Background: an optimization exercise with open tools, aiming at small area, a short achievable clock period and few clock cycles per item. Do not read the settings as production practice.
Function was checked by simulation only, so behaviour that the tests miss may differ from the original.

--- flow/design.v ---
module cdh26_hill (
    input             clk,
    input             rst,
    input             cmd_valid,
    output            cmd_ready,
    input      [1:0]  cmd_op,
    input      [15:0] cmd_len,
    input      [31:0] k00,
    input      [31:0] k01,
    input      [31:0] k10,
    input      [31:0] k11,
    input             in_valid,
    output            in_ready,
    input      [7:0]  in_data,
    output reg        out_valid,
    output reg [7:0]  out_data,
    output reg        done,
    output reg [1:0]  err,
    output reg [15:0] olen,
    output reg [63:0] det,
    output reg [4:0]  detm,
    output reg [4:0]  dinv,
    output reg [4:0]  ki00,
    output reg [4:0]  ki01,
    output reg [4:0]  ki10,
    output reg [4:0]  ki11,
    output reg        kiv
);
    localparam OP_MDET = 2'd0, OP_MINV = 2'd1, OP_HENC = 2'd2, OP_HDEC = 2'd3;
    localparam S_IDLE   = 3'd0,
               S_CALC   = 3'd1,
               S_KEY    = 3'd2,
               S_STREAM = 3'd3,
               S_FILL   = 3'd4,
               S_DRAIN  = 3'd5;
    localparam [4:0] FILLER = 5'd10;
    function [4:0] mod26s;
        input signed [31:0] x;
        reg signed [31:0] r;
        begin
            r = x % 32'sd26;
            if (r < 0)
                r = r + 32'sd26;
            mod26s = r[4:0];
        end
    endfunction
    function [4:0] mod26u;
        input [11:0] x;
        reg [11:0] r;
        begin
            r = x % 12'd26;
            mod26u = r[4:0];
        end
    endfunction
    function [4:0] inv26;
        input [4:0] d;
        begin
            case (d)
                5'd1:  inv26 = 5'd1;
                5'd3:  inv26 = 5'd9;
                5'd5:  inv26 = 5'd21;
                5'd7:  inv26 = 5'd15;
                5'd9:  inv26 = 5'd3;
                5'd11: inv26 = 5'd19;
                5'd15: inv26 = 5'd7;
                5'd17: inv26 = 5'd23;
                5'd19: inv26 = 5'd11;
                5'd21: inv26 = 5'd5;
                5'd23: inv26 = 5'd17;
                5'd25: inv26 = 5'd25;
                default: inv26 = 5'd0;
            endcase
        end
    endfunction
    function [9:0] mul5;
        input [4:0] a;
        input [4:0] b;
        begin
            mul5 = a * b;
        end
    endfunction
    function [4:0] neg26;
        input [4:0] x;
        begin
            neg26 = (x == 5'd0) ? 5'd0 : 5'd26 - x;
        end
    endfunction
    reg [2:0]  state;
    reg [1:0]  op;
    reg [15:0] len;
    reg [15:0] cnt;
    reg [15:0] nout;
    reg signed [31:0] ka, kb, kc, kd;    
    reg [4:0]  r00, r01, r10, r11;       
    reg [4:0]  m00, m01, m10, m11;       
    reg        bad;                      
    reg        have_v0;
    reg [4:0]  v0;
    reg        pend;
    reg [7:0]  pend_data;
    assign cmd_ready = (state == S_IDLE);
    assign in_ready  = (state == S_STREAM) && (cnt != len);
    wire [4:0] detm_c = mod26u({2'b0, mul5(r00, r11)} + 12'd650 - {2'b0, mul5(r01, r10)});
    wire       unit_c = detm_c[0] && (detm_c != 5'd13);
    wire [4:0] dinv_c = inv26(detm_c);
    wire [4:0] ki00_c = mod26u({2'b0, mul5(dinv_c, r11)});
    wire [4:0] ki01_c = mod26u({2'b0, mul5(dinv_c, neg26(r01))});
    wire [4:0] ki10_c = mod26u({2'b0, mul5(dinv_c, neg26(r10))});
    wire [4:0] ki11_c = mod26u({2'b0, mul5(dinv_c, r00)});
    wire       is_upper = (in_data >= 8'h41) && (in_data <= 8'h5A);
    wire       is_lower = (in_data >= 8'h61) && (in_data <= 8'h7A);
    wire       is_letter = is_upper || is_lower;
    wire [7:0] idx_full = is_upper ? in_data - 8'h41 : in_data - 8'h61;
    wire [4:0] idx = idx_full[4:0];
    wire [4:0] v1 = (state == S_FILL) ? FILLER : idx;
    wire [4:0] w0 = mod26u({2'b0, mul5(m00, v0)} + {2'b0, mul5(m01, v1)});
    wire [4:0] w1 = mod26u({2'b0, mul5(m10, v0)} + {2'b0, mul5(m11, v1)});
    wire take = in_valid && in_ready;
    always @(posedge clk) begin
        if (rst) begin
            state     <= S_IDLE;
            done      <= 1'b0;
            out_valid <= 1'b0;
            pend      <= 1'b0;
        end else begin
            done      <= 1'b0;
            out_valid <= 1'b0;
            if (pend) begin
                out_valid <= 1'b1;
                out_data  <= pend_data;
                pend      <= 1'b0;
            end
            case (state)
                S_IDLE: begin
                    if (cmd_valid) begin
                        op      <= cmd_op;
                        len     <= cmd_len;
                        ka      <= k00;
                        kb      <= k01;
                        kc      <= k10;
                        kd      <= k11;
                        cnt     <= 16'd0;
                        nout    <= 16'd0;
                        have_v0 <= 1'b0;
                        bad     <= 1'b0;
                        state   <= S_CALC;
                    end
                end
                S_CALC: begin
                    if (op != OP_HENC)
                        det <= ka * kd - kb * kc;
                    r00 <= mod26s(ka);
                    r01 <= mod26s(kb);
                    r10 <= mod26s(kc);
                    r11 <= mod26s(kd);
                    state <= S_KEY;
                end
                S_KEY: begin
                    if (op != OP_HENC)
                        detm <= detm_c;
                    if (op == OP_MINV || op == OP_HDEC) begin
                        if (unit_c) begin
                            dinv <= dinv_c;
                            ki00 <= ki00_c;
                            ki01 <= ki01_c;
                            ki10 <= ki10_c;
                            ki11 <= ki11_c;
                            kiv  <= 1'b1;
                        end else begin
                            dinv <= 5'd0;
                            ki00 <= 5'd0;
                            ki01 <= 5'd0;
                            ki10 <= 5'd0;
                            ki11 <= 5'd0;
                            kiv  <= 1'b0;
                        end
                    end
                    if (op == OP_HENC) begin
                        m00 <= r00; m01 <= r01; m10 <= r10; m11 <= r11;
                    end else begin
                        m00 <= ki00_c; m01 <= ki01_c; m10 <= ki10_c; m11 <= ki11_c;
                    end
                    case (op)
                        OP_MDET: begin
                            done  <= 1'b1;
                            err   <= 2'd0;
                            olen  <= 16'd0;
                            state <= S_IDLE;
                        end
                        OP_MINV: begin
                            done  <= 1'b1;
                            err   <= unit_c ? 2'd0 : 2'd1;
                            olen  <= 16'd0;
                            state <= S_IDLE;
                        end
                        OP_HENC: state <= S_STREAM;
                        default: begin
                            bad   <= !unit_c;
                            state <= S_STREAM;
                        end
                    endcase
                end
                S_STREAM: begin
                    if (take) begin
                        cnt <= cnt + 16'd1;
                        if (is_letter) begin
                            if (!have_v0) begin
                                v0      <= idx;
                                have_v0 <= 1'b1;
                            end else begin
                                have_v0 <= 1'b0;
                                if (!bad) begin
                                    out_valid <= 1'b1;
                                    out_data  <= 8'h41 + {3'b0, w0};
                                    pend      <= 1'b1;
                                    pend_data <= 8'h41 + {3'b0, w1};
                                    nout      <= nout + 16'd2;
                                end
                            end
                        end
                    end else if (cnt == len) begin
                        if (op == OP_HENC && have_v0)
                            state <= S_FILL;
                        else
                            state <= S_DRAIN;
                    end
                end
                S_FILL: begin
                    if (!pend) begin
                        out_valid <= 1'b1;
                        out_data  <= 8'h41 + {3'b0, w0};
                        pend      <= 1'b1;
                        pend_data <= 8'h41 + {3'b0, w1};
                        nout      <= nout + 16'd2;
                        have_v0   <= 1'b0;
                        state     <= S_DRAIN;
                    end
                end
                S_DRAIN: begin
                    if (!pend) begin
                        done  <= 1'b1;
                        state <= S_IDLE;
                        if (bad) begin
                            err  <= 2'd1;
                            olen <= 16'd0;
                        end else if (op == OP_HDEC && have_v0) begin
                            err  <= 2'd2;
                            olen <= 16'd0;
                        end else begin
                            err  <= 2'd0;
                            olen <= nout;
                        end
                    end
                end
                default: state <= S_IDLE;
            endcase
        end
    end
endmodule
--- flow/run.sh ---
#!/bin/bash
# synth_recipe.tcl (not shown) runs the flow's synth.tcl, then flattens the netlist and writes it again
# the make line also repeats each setting of config.mk as NAME=value (left out here)
make -C /OpenROAD-flow-scripts/flow DESIGN_CONFIG=/design/flow/config.mk WORK_HOME=/design/flow/orfs CLKGATE_MAP_FILE= SYNTH_SCRIPT=/design/flow/synth_recipe.tcl finish
--- flow/config.mk ---
export PLATFORM = sky130hd
export DESIGN_NAME = cdh26_hill
export DESIGN_NICKNAME = cdh26_hill
export VERILOG_FILES = /design/flow/design.v
export SDC_FILE = /design/flow/constraint.sdc
export NUM_CORES = 4
export LEC_CHECK = 0
export CAP_MARGIN = 20
export CORE_MARGIN = 2
export CORE_UTILIZATION = 40
export SLEW_MARGIN = 20
--- flow/constraint.sdc ---
create_clock -name core_clock -period 20.0 [get_ports {clk}]
set_input_delay 4.0000 -clock core_clock [delete_from_list [all_inputs] [get_ports {clk}]]
set_output_delay 4.0000 -clock core_clock [all_outputs]
set_load 0.01 [all_outputs]
==> run summary <==
-- layout make-up --
type                    instances  share of cell area, %
diodes                          5                0.00922
clock buffers                  59                   1.04
clock inverters                46                  0.411
inverters                    1870                   5.18
multi-input cells           10900                   77.0
flip-flops and latches        356                   7.84
well taps                    4140                   3.82
repair buffers                742                   4.67
-- timing repair --
action,4_1_cts,5_1_grt
setup buffers,0,23
gates resized for setup,0,148
setup endpoints to repair,0,47
-- cell usage after synthesis (all sizes together) (31+ instances only) --
cell	instances
xor2	196
o21bai	46
a2111oi	40
xnor2	413
nand4	89
or4	45
mux2	71
a31oi	107
nand3	237
maj3	38
o2111ai	50
ha	535
o221ai	42
inv	1867
o21a	62
a21boi	55
o21ai	475
a21o	93
and3	104
nor3	248
buf	241
a211o	33
edfxtp	350
nand2b	100
nor2	691
and2	794
o211ai	118
clkbuf	545
o31ai	111
nor4	85
mux2i	118
o22ai	70
or2	48
or3	75
nand2	2054
a211oi	118
a22oi	34
o32ai	35
nor2b	31
a21oi	480
fa	2453
a221oi	53
-- logic make-up after synthesis --
family	synth area share [%]
AND/OR/NAND/NOR	18.0
flip-flops	8.50
multiplexers	1.66
AO/OA/AOI/OAI	14.0
other	0.00300
buffers and inverters	8.64
adder cells (fa/ha/maj)	44.9
XOR/XNOR	4.34
-- registers in the layout (all words and copies together), names as in the netlist, 16 cells and up --
signal	flops
kd	32
ka	32
len	16
kc	32
det	64
kb	32
cnt	16
-- routing by layer --
| metal | up-vias | track usage (%) | wire, um |
|---|---|---|---|
| met4 | 6 | 6.14 | 10700 |
| met2 | 3649 | 37.2 | 168000 |
| met5 | - | 0 | 39 |
| met3 | 401 | 3.75 | 27800 |
| met1 | 51900 | 35.1 | 171000 |
| li1 | 46100 | - | - |
-- worst min-delay path by stage --
stage             endpoint  slack [ns]
2_1_floorplan       r11[0]        0.51
3_3_place_gp   out_data[6]        0.53
3_5_place_dp   out_data[6]        0.55
4_1_cts        out_data[6]        0.57
5_1_grt        out_data[6]        0.60
6_report       out_data[6]        0.56
-- per-stage QoR --
step	setup WS [ns]	hold WS, ns	utilization (%)
6_report	0.896	0.564	43.5
2_1_floorplan	1.94	0.509	-
4_1_cts	0.155	0.569	43.2
5_1_grt	-0.0796	0.604	43.5
3_3_place_gp	0.397	0.532	42.6
3_5_place_dp	0.256	0.554	42.6
-- critical path: cells and delay by family (launching register included) --
family	cells	cell delay [ns]
flops	1	0.49
simple gates	23	6.48
buf+inv	5	0.93
fa+ha+maj	3	0.89
compound gates	34	8.83
mux	3	1.09
xor+xnor	1	0.15
==> impl_metrics.env <==
export IMPL_cts_max_path_buffers=3
export IMPL_synth_largest_area_cell="fa_1"
export IMPL_io_buffers=281
export IMPL_reg2reg_from="kd[13]"
export IMPL_dp_cells=18000
export IMPL_layout_common_cells="2,450 x fa_1, 2,047 x nand2_1, 1,867 x inv_1, 771 x and2_1, 675 x nor2_1"
export IMPL_crit_top_cell="buf_4"
export IMPL_relSlewSlack_pct=23.3
export IMPL_path_class="flop to flop"
export IMPL_finalCriticalPeriod_ns=19.10
export IMPL_cp_endpoint="r11[2]"
export IMPL_async_reset_ff_share_pct=0
export IMPL_cts_sinks=356
export IMPL_register_area_um2=10600
export IMPL_drc=0
export IMPL_vias=102000
export IMPL_dr_first_iter_drc_count=8197
export IMPL_clk_latency_ns=0.79
export IMPL_cts_hold_buf=0
export IMPL_grt_max_degree=97
export IMPL_critPathLaunch="kd[13]"
export IMPL_finalMaxSlewViolations=0
export IMPL_fmax_ghz=0.0523
export IMPL_min_path_type="flop to flop"
export IMPL_slowest_delay_ns=0.63
export IMPL_synth_area_leaders="fa_1 39%, edfxtp_1 8.4%, nand2_1 6.1%, inv_1 5.6%, ha_1 5.4%"
export IMPL_grt_pass1_vias=103000
export IMPL_seq_area_frac_synth_pct=8.50
export IMPL_synth_top_area_share_pct=39.3
export IMPL_ys_ff_latch=356
export IMPL_timing_setup_tns_ns=0
export IMPL_dpl_hpwl_mm=302
export IMPL_root_buffer="clkbuf_16"
export IMPL_wl_mm=377
export IMPL_synth_flop_cell="edfxtp_1"
export IMPL_end_kind="flop"
export IMPL_hold_violations=0
export IMPL_slowest_stage="or4_1"
export IMPL_ys_types=182
export IMPL_period_share_pct=95.5
export IMPL_ios=283
export IMPL_gr_total_overflow=0
export IMPL_finClkSkew_ns=0.0691
export IMPL_min_from="out_data[6]"
export IMPL_drt_pass1_iter_count=6
export IMPL_drive_gt1_share_pct=7.80
export IMPL_ff2ff_setup_slack_ns=0.90
export IMPL_grt_pass1_wl_mm=604
export IMPL_cts_made_buffers=56
export IMPL_crit_required_ns=20.51
export IMPL_dieHeight_um=563
export IMPL_path_clk_slew_ns=0.06
export IMPL_syn_nets=17100
export IMPL_fin_area_um2=136000
export IMPL_die_w_um=563
export IMPL_core_area_um2=312000
export IMPL_critPathMaxFanout=7
export IMPL_cts_tree="yes"
export IMPL_placedInstanceArea_um2=133000
export IMPL_arrival_ns=19.62
export IMPL_rr_worst_depth=69
export IMPL_syn_inst=14000
export IMPL_r2r_end="r11[2]"
export IMPL_drv_cap=0
export IMPL_dieArea_um2=317000
export IMPL_fillers=30400
export IMPL_syn_area_um2=125000
export IMPL_outcome="timing/DRC/antenna clean"
export IMPL_tightest_slew_ns=1.14
export IMPL_rows=205
export IMPL_synth_avg_cell_area_um2=8.96
export IMPL_synth_edf_count=350
export IMPL_final_instance_count_excl_fill=18200
export IMPL_cp_start_kind="flop"
export IMPL_gp_congestion=0.929
export IMPL_drt_antenna_violating_nets=0
export IMPL_grt_total_usage_pct=24.1
export IMPL_setup_viol=0
export IMPL_area_delta_synth_final_pct=8.44
export IMPL_yosysWarnings=1
export IMPL_via_per_inst=5.62
export IMPL_nets=17100
export IMPL_layout_commonest_cell="fa_1"
export IMPL_grt_antenna_before_repair=12
export IMPL_htreeDepth=2
export IMPL_multi_input_area_um2=105000
export IMPL_hold_depth=1
export IMPL_wl_per_cell_um=20.8
export IMPL_start_util_pct=40.1
Testbench counts, summed over its fixed seeds: cycles 13,471, commands 480.

-- static timing again, ports no longer ideal --
The results above use ideal ports. As a check the final layout listed here was re-extracted and re-timed, cells and wires unchanged. Step 1, drivers: a clkbuf_16 drives clk and a buf_2 each remaining input, both assumed. Step 2 times the ports against the registers' clock, not the clock port: input delays grow and output delays shrink by t, the midpoint of the rising clock arrivals with the driver on. Slacks: no drivers / after step 1 / after step 2; pairs: no drivers / after step 1.
t (ns): 0.853
setup WS [ns]: 0.896 / 0.896 / 0.896
hold slack, ns: 0.564 / 0.564 / 0.564
pins driven straight from the clock port: 1
After both steps this run still meets setup and hold. For this run, drivers alone change the setup slack by 0.000 ns; drivers and shift together by 0.000 ns.
